This is an optimization exercise on Yosys and OpenROAD, whose aim is small area, not a production implementation.
In this exercise RTL edits were held to simulation tests only and were not proved equivalent to the original.
Power figures rest on the tool's default switching activity, not on a simulated workload.

[flow/config.mk]
export PLATFORM = sky130hd
export DESIGN_NAME = fcb_core
export DESIGN_NICKNAME = fcb_core
export VERILOG_FILES = /design/flow/design.v
export SDC_FILE = /design/flow/constraint.sdc
export NUM_CORES = 4
export LEC_CHECK = 0
export ABC_AREA = 1
export CAP_MARGIN = 20
export CORE_MARGIN = 2
export CORE_UTILIZATION = 65
export SLEW_MARGIN = 20
[flow/constraint.sdc]
create_clock -name core_clock -period 10.0 [get_ports {clk}]
set_input_delay 2.0000 -clock core_clock [delete_from_list [all_inputs] [get_ports {clk}]]
set_output_delay 2.0000 -clock core_clock [all_outputs]
set_load 0.01 [all_outputs]
[flow/design.v]
module fcb_core (
    input  wire        clk,
    input  wire        rst,
    input  wire        op_valid,
    output wire        op_ready,
    input  wire [7:0]  op_code,
    input  wire [23:0] op_arg,
    output reg         res_valid,
    output reg  [7:0]  res_code,
    output reg  [63:0] res_data,
    input  wire        rx_valid,
    output wire        rx_ready,
    input  wire [7:0]  rx_data,
    input  wire        rx_err
);
    localparam [7:0]  ACK      = 8'h06;
    localparam [7:0]  START    = 8'hF2;
    localparam [7:0]  END_MARK = 8'h03;
    localparam [7:0]  PMT      = 8'h50;
    localparam [31:0] CRC_POLY = 32'hEDB88320;
    localparam [4:0] K_C20 = 5'b00000, K_W   = 5'b00001, K_C22 = 5'b00010, K_C23 = 5'b00011,
                     K_C24 = 5'b00100, K_C25 = 5'b00101, K_B   = 5'b00110, K_PMT = 5'b00111,
                     K_F2  = 5'b01000, K_F1  = 5'b01001, K_C00 = 5'b01010, K_L   = 5'b01011,
                     K_DS  = 5'b01100, K_03  = 5'b01101, K_SWL = 5'b01110, K_SWH = 5'b01111,
                     K_R0  = 5'b10000, K_BCC = 5'b10001, K_CRC = 5'b10010, K_N   = 5'b10011,
                     K_AS  = 5'b10100, K_R5  = 5'b10101, K_R6  = 5'b10110, K_R7  = 5'b10111,
                     K_R8  = 5'b11000, K_R9  = 5'b11001, K_BRV = 5'b11010, K_DEC = 5'b11011,
                     K_FL  = 5'b11100, K_ST  = 5'b11101, K_ER  = 5'b11110, K_AD  = 5'b11111;
    reg [7:0]  a2 [0:1];          
    reg [7:0]  s2 [0:1];          
    reg        bz;                
    reg [7:0]  wr8 [0:7];         
    reg [7:0]  br [0:47];         
    reg [5:0]  ub;                
    reg [31:0] crc;
    reg [6:0]  nlen;              
    reg [7:0]  dsum;              
    reg [2:0]  de;                
    reg        dack;
    reg        pmt;               
    reg        dec;               
    reg [1:0]  ch;                
    reg [5:0]  cnt;               
    wire [4:0] kind = cnt[4:0];
    wire       done  = |nlen[6:3];
    wire       fail  = |de;
    wire [7:0] dcode = {3'b000, de == 3'd7, de[2] & de[1],
                        de[2] & ~de[1], de[1] & ~de[2], de[0] & ~(de[2] & de[1])};
    wire [5:0] lval  = nlen[5:0] - 6'd6;
    wire idle   = ~dec & ~bz;
    wire [7:0]  oc  = op_code;
    wire [23:0] idx = op_arg;
    wire [5:0] fx  = dec ? cnt : idx[5:0];
    wire [6:0] rem = nlen - {1'b0, fx} - 7'd1;      
    wire [2:0] t3  = dec ? cnt[2:0] : (oc == 8'h42) ? idx[2:0] : (oc == 8'h55) ? 3'd4 : 3'd7;
    wire       lo_eq = (ub[2:0] == t3);
    wire       lo4_eq = lo_eq & (ub[3] == cnt[3]);
    wire tail  = done;                    
    wire h0d   = tail | (cnt != 6'd63);   
    wire isend = tail & (rem[5:0] == 6'd1);
    wire ischk = tail & (rem[5:0] == 6'd0);
    wire data  = tail & (rem[5:1] != 5'd0);
    wire in_w  = ~cnt[5] & ~cnt[4] & ~(cnt[3] & cnt[2]);      
    wire needw = h0d & data & (in_w | (rem[5:2] != 4'd0));      
    wire is_sw = h0d & data & (rem[5:2] == 4'd0);                
    wire is_f1 = h0d & ~tail & (cnt[1:0] == 2'd1);               
    wire wait_rx = (needw & ~(in_w ? lo_eq : lo4_eq)) |
                   (is_sw & (ub[0] ^ cnt[0])) |
                   (is_f1 & ub[0]);
    assign rx_ready = dec & ~wait_rx;
    wire rx_fire = rx_valid & rx_ready;
    wire wr      = rx_fire & needw;
    wire [2:0] dq  = {1'b0, cnt[5:4]} - {1'b0, ub[5:4]};
    wire [1:0] tap = dq[2] ? dq[1:0] + 2'd3 : dq[1:0];
    reg       go;
    reg [4:0] knext;
    wire      big_idx = (|idx[23:6]) || rem[6];
    wire      short11 = nlen < 7'd11;
    wire      short12 = nlen < 7'd12;
    wire [5:0] i6 = idx[5:0];
    wire      i_w = ~i6[5] & ~i6[4] & ~(i6[3] & i6[2]);
    always @(*) begin
        go    = 1'b1;
        knext = K_C20;
        case (oc)
            8'h10, 8'h11: begin knext = K_C00; go = ub[0]; end
            8'h12: begin knext = K_BCC; go = ub[0]; end
            8'h20: knext = K_C00;
            8'h21: begin knext = K_C00; go = &ch; end
            8'h22: knext = K_CRC;
            8'h23: knext = K_BRV;
            8'h40: knext = K_DEC;
            8'h41: knext = K_N;
            8'h42: begin
                if (!done)             knext = K_C22;
                else if (big_idx)      knext = K_C24;
                else if (i6[5:2] == 4'd0) begin    
                    knext = {3'b010, i6[1:0]};
                    go = ~(i6[1:0] == 2'd1 && ub[0]);
                end else if (rem[5:2] == 4'd0) begin    
                    knext = {3'b011, rem[1:0]};
                    go = ~rem[1] | (ub[0] == i6[0]);
                end
                else if (i_w) begin    knext = K_W; go = lo_eq; end
                else begin             knext = K_B; go = lo_eq & (ub[5:3] == i6[5:3]); end
            end
            8'h50: knext = done ? K_PMT : K_C22;
            8'h51: begin
                if (!done)        knext = K_C22;
                else if (!pmt)    knext = K_C00;
                else if (short11) knext = K_C23;
                else begin        knext = K_AS; go = (ub[0] == nlen[0]); end
            end
            8'h52: begin
                if (!done)        knext = K_C22;
                else if (short11) knext = K_C23;
                else begin        knext = K_AD; go = (ub[0] == nlen[0]); end
            end
            8'h53: begin
                if (!done)        knext = K_C22;
                else if (short12) knext = K_C23;
                else begin        knext = K_ST; go = lo_eq; end
            end
            8'h54: begin
                if (!done)        knext = K_C22;
                else if (short11) knext = K_C23;
                else begin        knext = K_ER; go = lo_eq; end
            end
            8'h55: begin
                if (!done)        knext = K_C22;
                else begin        knext = K_FL; go = lo_eq; end
            end
            8'h60: begin
                if (op_arg[7:0] > 8'd9)        knext = K_C25;
                else if (op_arg[3:0] == 4'd4)  knext = K_C00;
                else begin
                    knext = {1'b1, op_arg[3:0]};
                    if (op_arg[3:0] == 4'd1) go = ub[0];
                end
            end
            default: ;
        endcase
    end
    assign op_ready = idle & (~op_valid | go);
    wire acc = op_valid & op_ready;
    function [31:0] crc_2b;
        input [31:0] r;
        input [1:0]  b;
        integer i;
        reg [31:0] v;
        begin
            v = r ^ {30'd0, b};
            for (i = 0; i < 2; i = i + 1)
                v = v[0] ? ((v >> 1) ^ CRC_POLY) : (v >> 1);
            crc_2b = v;
        end
    endfunction
    wire cupd = op_valid & idle & (oc == 8'h21);
    reg [2:0] de_n;
    reg       fin;
    always @(*) begin
        de_n = de;
        fin  = 1'b0;
        if (!h0d) begin
            de_n = (rx_data == ACK) ? 3'd0 : (rx_data == START) ? 3'd2 : 3'd1;
        end else if (!tail) begin
            case (cnt[1:0])
                2'd0: if (dack && rx_data != START) de_n = 3'd1;
                2'd1: ;
                2'd2: if (de == 3'd0 && rx_data != 8'd0) de_n = 3'd4;
                2'd3: begin
                    if (de == 3'd0) begin
                        if (rx_data < 8'd3)       de_n = 3'd3;
                        else if (rx_data > 8'd58) de_n = 3'd4;
                    end
                    fin = (de_n != 3'd0);
                end
            endcase
        end else if (isend) begin
            if (rx_data != END_MARK) de_n = 3'd5;
        end else if (ischk) begin
            if (de == 3'd0 && rx_data != dsum) de_n = 3'd6;
            fin = 1'b1;
        end
        if (rx_err) begin
            de_n = 3'd7;
            fin  = 1'b1;
        end
    end
    integer j;
    always @(posedge clk) begin
        for (j = 0; j < 7; j = j + 1)
            wr8[j] <= wr8[j + 1];
        wr8[7] <= wr8[0];
        for (j = 0; j < 47; j = j + 1)
            br[j] <= br[j + 1];
        br[47] <= br[0];
        if (wr && in_w)
            wr8[0] <= rx_data;
        for (j = 0; j < 3; j = j + 1)
            if (wr && !in_w && tap == j)
                br[16 * j] <= rx_data;
        ub <= (rst || ub == 6'd59) ? 6'd12 : ub + 6'd1;
        a2[1] <= a2[0];
        if (rx_fire && is_f1)
            a2[0] <= rx_data;
        else if ((bz || (acc && (oc == 8'h10 || oc == 8'h11))) && ub[0])
            a2[0] <= (bz || oc == 8'h10) ? 8'h00 : a2[1] ^ op_arg[7:0];
        else
            a2[0] <= a2[1];
        s2[1] <= s2[0];
        s2[0] <= (rx_fire && is_sw) ? rx_data : s2[1];
        if (rst)
            bz <= 1'b1;
        else if (ub[0])
            bz <= 1'b0;
        ch   <= (~rst & cupd) ? ch + 2'd1 : 2'd0;
        if (rst) begin
            crc       <= 32'hFFFFFFFF;
            nlen      <= 7'd0;
            de        <= 3'd0;
            dack      <= 1'b0;
            dec       <= 1'b0;
            res_valid <= 1'b0;
        end else begin
            res_valid <= acc & (oc != 8'h40);
            if (acc && oc == 8'h20) crc <= 32'hFFFFFFFF;
            if (cupd) crc <= crc_2b(crc, op_arg[2*ch +: 2]);
            if (dec) begin
                if (rx_fire) begin
                    cnt <= fin ? {1'b0, K_DEC} : cnt + 6'd1;
                    de <= de_n;
                    if (!h0d) begin
                        dack <= ~rx_err & (rx_data == ACK);
                        dsum <= 8'h00;
                    end else begin
                        if (!tail && rx_err) dack <= 1'b0;
                        if (!ischk) dsum <= dsum ^ rx_data;
                    end
                    if (h0d && !tail && cnt[1:0] == 2'd3 && de_n == 3'd0)
                        nlen <= {1'b0, rx_data[5:0]} + 7'd6;
                    if (cnt == 6'd4) pmt <= (rx_data == PMT);
                    if (fin) begin
                        dec       <= 1'b0;
                        res_valid <= 1'b1;
                        if (de_n != 3'd0) nlen <= 7'd0;
                    end
                end
            end else begin
                cnt <= (oc == 8'h40) ? 6'd63 : {1'b0, knext};
                if (acc && oc == 8'h40) begin
                    dec  <= 1'b1;
                    nlen <= 7'd0;
                end
            end
        end
    end
    wire [7:0]  f1 = a2[0];
    wire [15:0] sw = {s2[0], s2[1]};
    wire [7:0]  f4 = wr8[0], f5 = wr8[1], f6 = wr8[2];
    wire [7:0]  f7 = wr8[0], f8 = wr8[1], f9 = wr8[2];
    wire d_hit = (f7[7:2] == 6'b001100) && (f7[1:0] != 2'b11);
    wire s_hit = (f8[7:2] == 6'b001100) && (f8[1:0] != 2'b11);
    wire c_hit = (f9[7:1] == 7'b0011000);
    wire [15:0] ecode = {f7, f8};
    wire e_hit = (ecode == 16'h3030) || (ecode == 16'h3031) || (ecode == 16'h3130);
    wire [1:0] e_idx = (ecode == 16'h3030) ? 2'd0 : (ecode == 16'h3031) ? 2'd1 : 2'd2;
    reg        a_hit;
    reg [1:0]  a_idx;
    always @(*) begin
        a_hit = 1'b1;
        a_idx = 2'd0;
        case (sw)
            16'h9000: a_idx = 2'd0;
            16'h9100: a_idx = 2'd1;
            16'h91AE: a_idx = 2'd2;
            16'h91AF: a_idx = 2'd3;
            default:  a_hit = 1'b0;
        endcase
    end
    wire [2:0] kbrev = (|crc[31:24]) ? 3'd4 : (|crc[23:16]) ? 3'd3 : (|crc[15:8]) ? 3'd2 : 3'd1;
    wire [2:0] dph   = done ? 3'd3 : fail ? 3'd4 : 3'd0;
    always @(*) begin
        res_code = (kind[4:3] == 2'b00 && kind[2:0] != 3'd1 && kind[2:1] != 2'b11) ?
                   {5'b00100, kind[2:0]} : 8'h00;
        res_data = 64'd0;
        case (kind)
            K_DEC: begin res_code = dcode; res_data[6:0] = nlen; end
            K_N:   res_data[6:0] = nlen;
            K_BCC: res_data[7:0] = a2[0];
            K_CRC: res_data[31:0] = crc;
            K_BRV: begin res_data[31:0] = crc; res_data[34:32] = kbrev; end
            K_W:   res_data[7:0] = wr8[0];
            K_B:   res_data[7:0] = br[0];
            K_F1:  res_data[7:0] = f1;
            K_SWH: res_data[7:0] = s2[0];
            K_SWL: res_data[7:0] = s2[0];
            K_F2:  res_data[7:0] = START;
            K_L:   res_data[5:0] = lval;
            K_03:  res_data[7:0] = END_MARK;
            K_DS:  res_data[7:0] = dsum;
            K_PMT: res_data[0] = pmt;
            K_AS:  res_data[1:0] = {sw == 16'h91AF,
                                    (sw == 16'h9100) || (sw == 16'h9000) || (sw == 16'h91AF)};
            K_AD: begin
                if (!a_hit) begin res_code = 8'h10; res_data[15:0] = sw; end
                else res_data[1:0] = a_idx;
            end
            K_ST: begin
                if (!d_hit)      begin res_code = 8'h11; res_data[15:0] = {8'd0, f7}; end
                else if (!s_hit) begin res_code = 8'h11; res_data[15:0] = {8'd1, f8}; end
                else if (!c_hit) begin res_code = 8'h11; res_data[15:0] = {8'd2, f9}; end
                else res_data[23:0] = {7'd0, f9[0], 6'd0, f8[1:0], 6'd0, f7[1:0]};
            end
            K_ER: begin
                res_data[15:0] = ecode;
                if (!e_hit) res_code = 8'h12;
                else res_data[17:16] = e_idx;
            end
            K_FL:  res_data = {dsum, END_MARK, 8'd0, 2'd0, lval, f6, f5, f4, f1};
            K_R0:  res_data[15:0] = {dcode, 4'd0, dack, dph};
            K_R5:  res_data[31:0] = 32'h504303F2;
            K_R6:  res_data[31:0] = 32'h00346006;
            K_R7:  res_data[31:0] = 32'h00090807;
            K_R8:  res_data[31:0] = 32'h00000807;
            K_R9:  res_data[31:0] = 32'd64;
            default: ;
        endcase
    end
endmodule
[flow/flow/run.sh]
#!/bin/bash
# The standard layout (standard.sh) with three changes:
# - synthesis maps logic with a stronger ABC area script (three rounds of
#   choice computation, area-oriented mapping and don't-care resynthesis);
#   registers are mapped before ABC runs, so they are the standard ones;
# - port buffers use the smallest buffer cell;
# - clock tree synthesis inserts no dummy loads and uses a smaller root buffer.
set -euo pipefail
work=$(pwd)
rm -rf "$work/scripts"
cp -r "$FLOW_HOME/scripts" "$work/scripts"
cp "$work/flow/abc_area.script" "$work/scripts/abc_area.script"
export SCRIPTS_DIR="$work/scripts"
export BUFFER_PORTS_ARGS="-buffer_cell sky130_fd_sc_hd__buf_1"
export CTS_ARGS="-sink_clustering_enable -repair_clock_nets -dont_use_dummy_load -buf_list sky130_fd_sc_hd__clkbuf_16 -sink_clustering_size 30 -sink_clustering_max_diameter 80 -root_buf sky130_fd_sc_hd__clkbuf_8"
bash standard.sh > "$work/orfs_make.log" 2>&1
[flow/flow/abc_area.script]
strash
dch
map -a
mfs2
strash
dch
map -a
mfs2
strash
dch
map -a
topo
[flow/standard.sh]
#!/bin/bash
# synth_recipe.tcl (not shown) runs the flow's synth.tcl, then flattens the netlist and writes it again
# the make line also repeats each setting of config.mk as NAME=value (left out here)
make -C /OpenROAD-flow-scripts/flow DESIGN_CONFIG=/design/flow/config.mk WORK_HOME=/design/flow/orfs CLKGATE_MAP_FILE= SYNTH_SCRIPT=/design/flow/synth_recipe.tcl "${@:-finish}"
==> results_dict.tcl, run 1 <==
set metrics [dict create \
    outcome "finished clean" \
    final.setup.tns_ns 0 \
    worstSkewPairLatency_ns 0.65 \
    synth_seq_area_share 0.674 \
    wl_per_cell_um 24.7 \
    num_rows 58 \
    start_kind "flop" \
    hold_violations 0 \
    slowest_stage "dfxtp_1" \
    fillCellCount 1715 \
    path_cells "clkinv_1 -> nor2_1 -> a21oi_1 -> ha_1 -> fa_1 -> a21oi_1 -> o21bai_1 -> a21oi_1 -> o21bai_1 -> a2111oi_0 -> o21ai_0 -> nor4_1 -> o221ai_1 -> nand2_1 -> nor2_1 -> buf_1" \
    antenna_found_initial 2 \
    drtPass1Iterations 12 \
    drv_slew 0 \
    fmax_mhz 139 \
    die_w_um 163 \
    powerDensity_nw_per_um2 191 \
    postCtsSetupBuffers 0 \
    final_nets 1782 \
    synth_common_cells "534 x dfxtp_1, 189 x clkinv_1, 164 x nand2_1, 148 x nor2_1, 97 x o21ai_0" \
    max-clock-path-buffers 3 \
    stdcell_area_um2 17800 \
    syn_area_um2 16500 \
    leakagePower_nw 6.64 \
    cts_repair_resize_count 0 \
    clockRootBuffer "clkbuf_8" \
    cts_hold_buffers 0 \
    avgSynthCellArea_um2 10.4 \
    grt_pass1_vias 12400 \
    area_delta_synth_final_pct 8.00 \
    postPlaceCellArea_um2 17300 \
    hold_path_class "flop to flop" \
    wl_um 50500 \
    path_max_fanout 21 \
    cts_tree "built" \
    path_class "flop to output pin" \
    hold_depth 0 \
    power_frac_seq 0.656 \
    core_area_um2 25000 \
    grt.overflow.total 0 \
    cpMostUsedCell "a21oi_1" \
    cp_num_cells 16 \
    ys.flop_type "dfxtp_1" \
    start_util 0.660 \
    switchingPower_uw 774 \
    peakVddDrop_mv 0.232 \
    routed-via-count 12800 \
    r2r_cells 22 \
    synth_seq_cells 549 \
    fin_skew_ns 0.0674 \
    yosysUniqueCellTypes 41 \
    period_share 0.718 \
    arrival_ns 5.18 \
    maxSlewHeadroom 0.243 \
    ys_top_cells_by_area "dfxtp_1 65%, clkinv_1 4.3%, nand2_1 3.7%" \
    tightest_slew_ns 1.12 \
    die-area_um2 26700 \
    fin_ws_ns 2.82 \
    syn_inst 1587 \
    crit_buf_inv 2 \
    whs_ns 0.320 \
    pre_cts_slack_ns 2.90 \
    detail-route-antenna-nets 0 \
    route.detailed.drc 0 \
    swShare 0.227 \
    cp.required_ns 8.00 \
    synth_async_sr_flop_share 0 \
    maxCapViolCount 0 \
    globalplace.congestion 1.04 \
    vias_per_cell 6.28 \
    die_h_um 163 \
    dp_cells 2020 \
    grt_start_max_net_pins 33 \
    pwr-share-comb 0.041 \
    track_usage 0.376 \
    synth_most_common_cell "dfxtp_1" \
    critPathTopFamily "compound AO/OA/AOI/OAI gates" \
    ios 120 \
    fin_cells 2045 \
    cts_buffers 23 \
    path_clk_slew_ns 0.11 \
    htreeDepth 1 \
    drive_above_1_share 0.0216 \
    yosysTopAreaCell "dfxtp_1" \
    rsz0062_at_grt "false" \
    synth_edf_count 15 \
    period_minus_slack_ns 7.18 \
    synth.top_cell.area_share 0.647 \
    place.port_buffers 101 \
    ys_warn_count 5 \
    intPower_mw 2.64 \
    grt_first_pass_wirelength_um 74700 \
    cp-end-kind "output pin" \
    cp_slowest_stage_delay_ns 0.87 \
    pwr-share-clk 0.303 \
    setup_viol 0 \
    cts.sinks 549 \
    post-dp-hpwl_um 33900 \
    drt_iter0_drc 1779 \
]
==> logic make-up (layout without fill, tap and decap cells) <==
group | Yosys count | count (layout) | synth area share
adder cells (fa/ha/maj) | 22 | 22 | 0.0176
AND/OR/NAND/NOR | 453 | 453 | 0.118
buffers and inverters | 208 | 317 | 0.0516
other | 1 | 20 | 0.000227
flip-flops | 549 | 549 | 0.674
AO/OA/AOI/OAI | 334 | 334 | 0.128
XOR/XNOR | 20 | 20 | 0.0106
==> routing by layer <==
layer	routed length, um	up-vias	GRT usage	share of wire
li1	-	5615	-	-
met1	19200	6018	0.497	0.38
met2	22900	953	0.596	0.45
met3	5240	248	0.0683	0.10
met4	3140	0	0.188	0.062
met5	0	-	0	0
==> area by class of cell <==
cell class / instances / area (um^2) / area share
sequential: 549 / 11100 / 0.624
inverter: 189 / 709 / 0.0398
antenna: 2 / 5.00 / 0.000280
tap: 330 / 413 / 0.0231
multi-input combinational: 847 / 4620 / 0.259
clock buffer: 23 / 542 / 0.0304
timing repair buffer: 105 / 409 / 0.0229
==> metrics by stage <==
step	util	power [mW]
after floorplan	-	2.35
after global placement	0.690	2.41
after detailed placement	0.690	2.41
after CTS	0.712	3.39
after global routing	0.713	3.48
final	0.713	3.41
==> cells in the final DEF (no fill, tap or decap), types with 7 or more instances in the layout <==
cell type	synthesis	layout
a211oi_1	10	10
dfxtp_1	534	534
o22ai_1	18	18
a22oi_1	40	40
a31oi_1	7	7
nand2_1	164	164
buf_1	0	101
nor4_1	16	15
o32ai_1	10	10
conb_1	1	18
nand3_1	40	40
nor2_1	148	148
xor2_1	10	10
o21ai_0	97	97
clkbuf_16	0	20
ha_1	20	20
o211ai_1	11	11
nor3_1	51	50
clkinv_1	189	189
nand4_1	20	20
o2111ai_1	9	9
a221oi_1	12	12
edfxtp_1	15	15
o221ai_1	11	11
a21oi_1	82	81
xnor2_1	10	10
==> flip-flops by register name, indices dropped and copies added, names as in the netlist, 2 cells and up <==
signal / cells
dsum: 8
cnt: 6
ub: 6
ch: 2
a2: 16
br: 384
nlen: 7
wr8: 64
de: 3
s2: 16
crc: 32
==> power groups by stage <==
stage          clock (mW)  combinational (mW)  sequential (mW)
4_1_cts              1.03               0.134             2.23
6_report             1.03               0.141             2.24
5_1_grt              1.10               0.149             2.24
3_3_place_gp            0               0.127             2.28
3_5_place_dp            0               0.131             2.28
2_1_floorplan           0              0.0842             2.27
==> final timing paths <==
check	endpoint	slack (ns)	from
worst max register to register	br[0][0]	3.83	dec
worst max-delay path	op_ready	2.82	dec
worst min-delay path	br[25][0]	0.32	br[26][0]
worst min register to register	br[25][0]	0.32	br[26][0]
==> run 2: changes to the inputs <==
--- a/flow/design.v
+++ b/flow/design.v
@@ -145,5 +145,5 @@
     wire acc = op_valid & op_ready;
-    function [31:0] crc_2b;
+    function [31:0] crc_nib;
         input [31:0] r;
-        input [1:0]  b;
+        input [3:0]  b;
         integer i;
@@ -154,3 +154,3 @@
                 v = v[0] ? ((v >> 1) ^ CRC_POLY) : (v >> 1);
-            crc_2b = v;
+            crc_nib = v;
         end
@@ -227,3 +227,3 @@
             if (acc && oc == 8'h20) crc <= 32'hFFFFFFFF;
-            if (cupd) crc <= crc_2b(crc, op_arg[2*ch +: 2]);
+            if (cupd) crc <= crc_nib(crc, op_arg[2*ch +: 2]);
             if (dec) begin
--- a/flow/flow/run.sh
+++ b/flow/flow/run.sh
@@ -6,3 +6,3 @@
 # - port buffers use the smallest buffer cell;
-# - clock tree synthesis inserts no dummy loads and uses a smaller root buffer.
+# - clock tree synthesis inserts no dummy loads.
 set -euo pipefail
@@ -14,3 +14,3 @@
 export BUFFER_PORTS_ARGS="-buffer_cell sky130_fd_sc_hd__buf_1"
-export CTS_ARGS="-sink_clustering_enable -repair_clock_nets -dont_use_dummy_load -buf_list sky130_fd_sc_hd__clkbuf_16 -sink_clustering_size 30 -sink_clustering_max_diameter 80 -root_buf sky130_fd_sc_hd__clkbuf_8"
+export CTS_ARGS="-sink_clustering_enable -repair_clock_nets -dont_use_dummy_load -buf_list sky130_fd_sc_hd__clkbuf_16 -sink_clustering_size 36 -sink_clustering_max_diameter 50"
 bash standard.sh > "$work/orfs_make.log" 2>&1
==> results_dict.tcl, run 2 <==
set metrics [dict create \
    outcome "finished clean" \
    synth_top_family_by_area "compound AO/OA/AOI/OAI gates" \
    max-clock-path-buffers 3 \
    htreeDepth 1 \
    final.setup.tns_ns 0 \
    grt_start_max_net_pins 37 \
    synthXorXnorAreaFrac 0.0106 \
    cp.required_ns 8.00 \
    postPlaceCellArea_um2 17300 \
    setup_viol 0 \
    hold_violations 0 \
    critPathTopFamily "compound AO/OA/AOI/OAI gates" \
    final_cell_mix "534 x dfxtp_1, 189 x clkinv_1, 164 x nand2_1, 148 x nor2_1, 101 x buf_1" \
    cts_repair_resize_count 0 \
    synth_mux_area_frac 0 \
    peakVddDrop_mv 0.196 \
    maxSlewHeadroom 0.218 \
    path_clk_slew_ns 0.12 \
    ys.flop_type "dfxtp_1" \
    fmax_mhz 140 \
    track_usage 0.380 \
    top_regs "br x384, wr8 x64, crc x32" \
    synth_most_common_cell "dfxtp_1" \
    arrival_ns 5.16 \
    cts_hold_buffers 0 \
    syn_inst 1587 \
    hold_path_class "flop to flop" \
    cts.sinks 549 \
    drive_above_1_share 0.0261 \
    post-dp-hpwl_um 33900 \
    syn_area_um2 16500 \
    regMostFlops "br" \
    post_synth_and_or_nand_nor_area_fraction 0.118 \
    period_share 0.716 \
    core_area_um2 25000 \
    postCtsSetupBuffers 0 \
    drtPass1Iterations 11 \
    routed-via-count 13000 \
    area_delta_synth_final_pct 9.40 \
    detail-route-antenna-nets 0 \
    path_max_fanout 7 \
    yosysTopAreaCell "dfxtp_1" \
    vias_per_cell 6.31 \
    start_kind "input pin" \
    period_minus_slack_ns 7.16 \
    synth_seq_area_share 0.674 \
    drt_iter0_drc 1955 \
    grt_pass1_vias 12600 \
    stdcell_area_um2 18100 \
    synth_edf_count 15 \
    die-area_um2 26700 \
    final_common_cell "dfxtp_1" \
    synth_common_cells "534 x dfxtp_1, 189 x clkinv_1, 164 x nand2_1, 148 x nor2_1, 97 x o21ai_0" \
    ios 120 \
    clockRootBuffer "clkbuf_16" \
    antenna_found_initial 2 \
    slowest_stage "fa_1" \
    fin_skew_ns 0.0890 \
    start_util 0.660 \
    path_cells "buf_1 -> o21ai_0 -> fa_1 -> a21oi_1 -> o21bai_1 -> a21oi_1 -> o21bai_1 -> a2111oi_0 -> o21ai_0 -> nor4_1 -> o221ai_1 -> nand2_1 -> nor2_1 -> buf_1" \
    cp-end-kind "output pin" \
    drv_slew 0 \
    powerDensity_nw_per_um2 199 \
    rsz0062_at_grt "false" \
    die_w_um 163 \
    maxCapViolCount 0 \
    synth_async_sr_flop_share 0 \
    yosysUniqueCellTypes 41 \
    ys_top_cells_by_area "dfxtp_1 65%, clkinv_1 4.3%, nand2_1 3.7%" \
    grt.overflow.total 0 \
    place.port_buffers 101 \
    worstSkewPairLatency_ns 0.62 \
    globalplace.congestion 1.04 \
    synth.top_cell.area_share 0.647 \
    die_h_um 163 \
    leakagePower_nw 6.75 \
    wl_per_cell_um 24.6 \
    ys_warn_count 5 \
    num_rows 58 \
    synth_compound_area_frac 0.128 \
    final_nets 1790 \
    avgSynthCellArea_um2 10.4 \
    largest_register_ff_count 384 \
    cts_tree "built" \
    path_class "input pin to output pin" \
    post-route-util 0.722 \
    synth-adder-area-share 0.0176 \
    cts_buffers 31 \
    grt_first_pass_wirelength_um 75800 \
    route.detailed.drc 0 \
    synth_seq_cells 549 \
    wl_um 50600 \
    cp_slowest_stage_delay_ns 0.52 \
    tightest_slew_ns 1.16 \
    crit_buf_inv 2 \
]
run 2: cell counts after synthesis:
No cell type changed its count.
run 2: routing by layer:
metal	track usage	wire length (um)	up-vias
met2	0.589	22200	1012
met5	0	0	-
met4	0.192	3400	0
met3	0.0955	5920	291
li1	-	-	5635
met1	0.496	19000	6016
run 2: layout make-up:
cell class	instances	area (um^2)
well taps	330	413
repair buffers	105	409
clock buffers	31	776
inverters	189	709
fillers	1653	6960
diodes	1	2.50
multi-input cells	847	4620
flip-flops and latches	549	11100
run 2: logic make-up after synthesis:
| family | after synthesis |
|---|---|
| compound gates | 334 |
| buf+inv | 208 |
| flops | 549 |
| simple gates | 453 |
| fa+ha+maj | 22 |
| xor+xnor | 20 |
| other cells | 1 |
run 2: final timing paths:
check            start        end  slack [ns]  depth (start not counted)
max reg2reg        dec  wr8[0][5]        3.85                         20
max          op_arg[1]   op_ready        2.84                         14
min          br[12][0]  br[11][0]        0.28                          0
min reg2reg  br[12][0]  br[11][0]        0.28                          0
run 2: per-stage QoR:
stage	setup WS (ns)	cells	hold slack, ns	total power [mW]
after floorplan	3.66	1604	0.310	2.35
after global placement	3.05	2020	0.310	2.41
after detailed placement	2.90	2020	0.312	2.41
after CTS	2.90	2051	0.282	3.58
after global routing	2.45	2052	0.280	3.68
final	2.84	2052	0.279	3.60
run 2: report_power, final:
part	internal (mW)	leakage [nW]	switching (mW)	total, mW
Sequential	2.21	4.45	0.0265	2.24
Combinational	0.0399	1.91	0.102	0.142
Clock	0.547	0.382	0.676	1.22
Total	2.80	6.75	0.804	3.60
==> run 3: changes to the inputs <==
--- a/flow/design.v
+++ b/flow/design.v
@@ -39,7 +39,6 @@
     reg        dack;
-    reg        pmt;               
     reg        dec;               
-    reg [1:0]  ch;                
     reg [5:0]  cnt;               
     wire [4:0] kind = cnt[4:0];
+    wire [1:0] ch   = cnt[5] ? cnt[1:0] : 2'd0;    
     wire       done  = |nlen[6:3];
@@ -54,3 +53,4 @@
     wire [6:0] rem = nlen - {1'b0, fx} - 7'd1;      
-    wire [2:0] t3  = dec ? cnt[2:0] : (oc == 8'h42) ? idx[2:0] : (oc == 8'h55) ? 3'd4 : 3'd7;
+    wire [2:0] t3  = dec ? cnt[2:0] : (oc == 8'h42) ? idx[2:0] :
+                     (oc == 8'h55) ? 3'd4 : (oc[2:1] == 2'b00) ? (nlen[0] ? 3'd3 : 3'd4) : 3'd7;
     wire       lo_eq = (ub[2:0] == t3);
@@ -106,8 +106,9 @@
             end
-            8'h50: knext = done ? K_PMT : K_C22;
+            8'h50: begin
+                if (!done)        knext = K_C22;
+                else begin        knext = K_PMT; go = lo_eq; end
+            end
             8'h51: begin
                 if (!done)        knext = K_C22;
-                else if (!pmt)    knext = K_C00;
-                else if (short11) knext = K_C23;
-                else begin        knext = K_AS; go = (ub[0] == nlen[0]); end
+                else begin        knext = K_AS; go = lo_eq; end
             end
@@ -145,5 +146,5 @@
     wire acc = op_valid & op_ready;
-    function [31:0] crc_nib;
+    function [31:0] crc_2b;
         input [31:0] r;
-        input [3:0]  b;
+        input [1:0]  b;
         integer i;
@@ -154,3 +155,3 @@
                 v = v[0] ? ((v >> 1) ^ CRC_POLY) : (v >> 1);
-            crc_nib = v;
+            crc_2b = v;
         end
@@ -216,3 +217,2 @@
             bz <= 1'b0;
-        ch   <= (~rst & cupd) ? ch + 2'd1 : 2'd0;
         if (rst) begin
@@ -227,3 +227,3 @@
             if (acc && oc == 8'h20) crc <= 32'hFFFFFFFF;
-            if (cupd) crc <= crc_nib(crc, op_arg[2*ch +: 2]);
+            if (cupd) crc <= crc_2b(crc, op_arg[2*ch +: 2]);
             if (dec) begin
@@ -241,3 +241,2 @@
                         nlen <= {1'b0, rx_data[5:0]} + 7'd6;
-                    if (cnt == 6'd4) pmt <= (rx_data == PMT);
                     if (fin) begin
@@ -249,3 +248,4 @@
             end else begin
-                cnt <= (oc == 8'h40) ? 6'd63 : {1'b0, knext};
+                cnt <= (op_valid && oc == 8'h40) ? 6'd63 :
+                       (cupd && !go) ? {4'b1000, ch + 2'd1} : {1'b0, knext};
                 if (acc && oc == 8'h40) begin
@@ -258,2 +258,3 @@
     wire [7:0]  f1 = a2[0];
+    wire        pmt = ((nlen[0] ? wr8[1] : wr8[0]) == PMT);      
     wire [15:0] sw = {s2[0], s2[1]};
@@ -302,4 +303,7 @@
             K_PMT: res_data[0] = pmt;
-            K_AS:  res_data[1:0] = {sw == 16'h91AF,
-                                    (sw == 16'h9100) || (sw == 16'h9000) || (sw == 16'h91AF)};
+            K_AS: begin
+                if (pmt && short11) res_code = 8'h23;
+                else res_data[1:0] = {pmt & (sw == 16'h91AF),
+                                      pmt & ((sw == 16'h9100) || (sw == 16'h9000) || (sw == 16'h91AF))};
+            end
             K_AD: begin
--- a/flow/flow/run.sh
+++ b/flow/flow/run.sh
@@ -6,3 +6,3 @@
 # - port buffers use the smallest buffer cell;
-# - clock tree synthesis inserts no dummy loads.
+# - clock tree synthesis inserts no dummy loads and uses a smaller root buffer.
 set -euo pipefail
@@ -14,3 +14,3 @@
 export BUFFER_PORTS_ARGS="-buffer_cell sky130_fd_sc_hd__buf_1"
-export CTS_ARGS="-sink_clustering_enable -repair_clock_nets -dont_use_dummy_load -buf_list sky130_fd_sc_hd__clkbuf_16 -sink_clustering_size 36 -sink_clustering_max_diameter 50"
+export CTS_ARGS="-sink_clustering_enable -repair_clock_nets -dont_use_dummy_load -buf_list sky130_fd_sc_hd__clkbuf_16 -sink_clustering_size 30 -sink_clustering_max_diameter 80 -root_buf sky130_fd_sc_hd__clkbuf_8"
 bash standard.sh > "$work/orfs_make.log" 2>&1
==> results_dict.tcl, run 3 <==
set metrics [dict create \
    outcome "finished clean" \
    synth.top_cell.area_share 0.646 \
    maxSlewHeadroom 0.240 \
    grt_start_max_net_pins 40 \
    core_area_um2 25000 \
    num_rows 58 \
    detail-route-antenna-nets 0 \
    crit_buf_inv 5 \
    path_max_fanout 7 \
    setup_viol 0 \
    syn_area_um2 16500 \
    hold_depth 0 \
    die_h_um 163 \
    fin_skew_ns 0.0579 \
    synth_most_common_cell "dfxtp_1" \
    ys_warn_count 5 \
    die_w_um 163 \
    cpMostUsedCell "o21ai_0" \
    top_regs "br x384, wr8 x64, crc x32" \
    synth_common_cells "532 x dfxtp_1, 189 x nor2_1, 176 x clkinv_1, 160 x nand2_1, 96 x o21ai_0" \
    slowest_stage "ha_1" \
    die-area_um2 26700 \
    yosysTopAreaCell "dfxtp_1" \
    hold_path_class "flop to flop" \
    r2r_cells 16 \
    cts.sinks 546 \
    rsz0062_at_grt "false" \
    cts_hold_buffers 0 \
    ios 120 \
    peakVddDrop_mv 0.198 \
    synth_seq_area_share 0.671 \
    fmax_mhz 137 \
    grt_pass1_vias 12100 \
    largest_register_ff_count 384 \
    cts_buffers 23 \
    ys_top_cells_by_area "dfxtp_1 65%, nor2_1 4.3%, clkinv_1 4.0%" \
    drtPass1Iterations 7 \
    path_cells "buf_1 -> clkinv_1 -> nand2_1 -> o21ai_0 -> ha_1 -> a21oi_1 -> o21bai_1 -> a21oi_1 -> nor2_1 -> o21ai_0 -> nand3_1 -> clkinv_1 -> a21oi_1 -> nor3_1 -> o21ai_0 -> o211ai_1 -> o21ai_0 -> clkinv_1 -> buf_1" \
    post-dp-hpwl_um 32600 \
    max-clock-path-buffers 3 \
    routed-via-count 12600 \
    synth_edf_count 14 \
    critPathTopFamily "compound AO/OA/AOI/OAI gates" \
    final_cell_mix "532 x dfxtp_1, 188 x nor2_1, 176 x clkinv_1, 160 x nand2_1, 101 x buf_1" \
    period_minus_slack_ns 7.30 \
    yosysUniqueCellTypes 39 \
    cp_num_cells 19 \
    powerDensity_nw_per_um2 190 \
    period_share 0.730 \
    worstSkewPairLatency_ns 0.66 \
    final.setup.tns_ns 0 \
    synth_async_sr_flop_share 0 \
    arrival_ns 5.30 \
    drive_above_1_share 0.0283 \
    whs_ns 0.299 \
    area_delta_synth_final_pct 8.15 \
    track_usage 0.360 \
    wl_um 48000 \
    htreeDepth 1 \
    vias_per_cell 6.10 \
    drv_slew 0 \
    globalplace.congestion 1.02 \
    regMostFlops "br" \
    clockRootBuffer "clkbuf_8" \
    final_nets 1800 \
    syn_inst 1601 \
    hold_violations 0 \
    route.detailed.drc 0 \
    cts_repair_resize_count 0 \
    postCtsSetupBuffers 0 \
    avgSynthCellArea_um2 10.3 \
    wl_per_cell_um 23.2 \
    leakagePower_nw 6.64 \
    cp-end-kind "output pin" \
    synth_seq_cells 546 \
    grt_first_pass_wirelength_um 72300 \
    cp_slowest_stage_delay_ns 0.33 \
    cp.required_ns 8.00 \
    start_util 0.659 \
    cts_tree "built" \
    ys.flop_type "dfxtp_1" \
    maxCapViolCount 0 \
    antenna_found_initial 1 \
    tightest_slew_ns 1.13 \
    path_clk_slew_ns 0.10 \
    final_common_cell "dfxtp_1" \
    path_class "input pin to output pin" \
    place.port_buffers 101 \
    start_kind "input pin" \
    drt_iter0_drc 1580 \
    grt.overflow.total 0 \
]
## run 3: changes by cell type in the layout (fill, tap and decap cells not counted), sizes merged, moves of 8 or more
| cell | before | now |
|---|---|---|
| nor3 | 51 | 35 |
| a22oi | 40 | 19 |
| clkinv | 189 | 176 |
| clkbuf | 31 | 23 |
| o22ai | 18 | 29 |
| nor2 | 148 | 189 |
| o32ai | 10 | 27 |
## run 3: final timing paths
path	startpoint	end	slack (ns)
min	br[41][1]	br[40][1]	0.30
min reg2reg	br[41][1]	br[40][1]	0.30
max reg2reg	dec	s2[0][5]	4.28
max	op_arg[1]	op_ready	2.70
## run 3: worst reg2reg max path, delay by kind of cell, from the launching register on
kind,cells,cell delay [ns]
buffers and inverters,2,0.81
adders and majority gates,1,0.32
DFF,1,0.77
and+or+nand+nor,5,1.37
AOI/OAI and AO/OA,8,2.35
## run 3: layout make-up
cell class,instances,area (um^2)
diodes,2,5.00
repair buffers,110,444
inverters,176,661
flip-flops and latches,546,11100
well taps,330,413
multi-input cells,877,4700
fillers,1706,7200
clock buffers,23,542
## run 3: routing by layer
metal	vias up	wire, um	global-route usage
met5	-	0	0
met4	0	2290	0.156
met3	187	4650	0.0701
met2	771	22200	0.578
met1	5966	18800	0.477
li1	5666	-	-
## run 3: cells by family (layout without fill, tap and decap cells)
logic type	after synthesis	in the layout	synth area share
xor+xnor	26	26	0.0138
fa+ha+maj	21	21	0.0168
simple gates	478	478	0.123
other cells	1	20	0.000227
compound gates	334	334	0.126
buf+inv	195	309	0.0487
flops	546	546	0.671
## run 3: through the flow
step | cells | setup slack, ns | util | cell area (um^2) | power (mW)
after global placement | 2038 | 2.91 | 0.690 | 17300 | 2.40
final | 2064 | 2.70 | 0.713 | 17800 | 3.38
after global routing | 2063 | 2.32 | 0.712 | 17800 | 3.46
after floorplan | 1618 | 3.75 | - | 16600 | 2.34
after detailed placement | 2039 | 2.84 | 0.690 | 17300 | 2.40
after CTS | 2062 | 2.80 | 0.712 | 17800 | 3.37
## run 3: report_power, final
| part | internal, mW | switching, mW |
|---|---|---|
| Sequential | 2.20 | 0.0200 |
| Clock | 0.384 | 0.638 |
| Combinational | 0.0396 | 0.0990 |

==> static timing again, ports no longer ideal <==
How much do the figures lean on ideal ports? The routed layouts below were timed once more, with nothing changed but the port constraints.
Step 1 assumes that a clkbuf_16 drives the clock port and a buf_2 every other input.
Step 2 also shifts input and output timing later by t, the mid clock arrival at the registers, as if the neighbouring blocks saw the same clock.
Slacks: no drivers / after step 1 / after step 2; pairs: no drivers / after step 1.
run | t, ns | setup slack, ns | clock arrival spread, ns
run 1 | 0.666 | 2.821 / 2.770 / 2.805 | 0.068 / 0.067
run 2 | 0.623 | 2.838 / 2.815 / 2.815 | 0.096 / 0.097
run 3 | 0.676 | 2.696 / 2.671 / 2.671 | 0.058 / 0.058
After both steps every run listed still meets setup and hold. The setup slack of run 3, which loses most, moves by -0.025 ns with the drivers and by -0.025 ns with both steps.
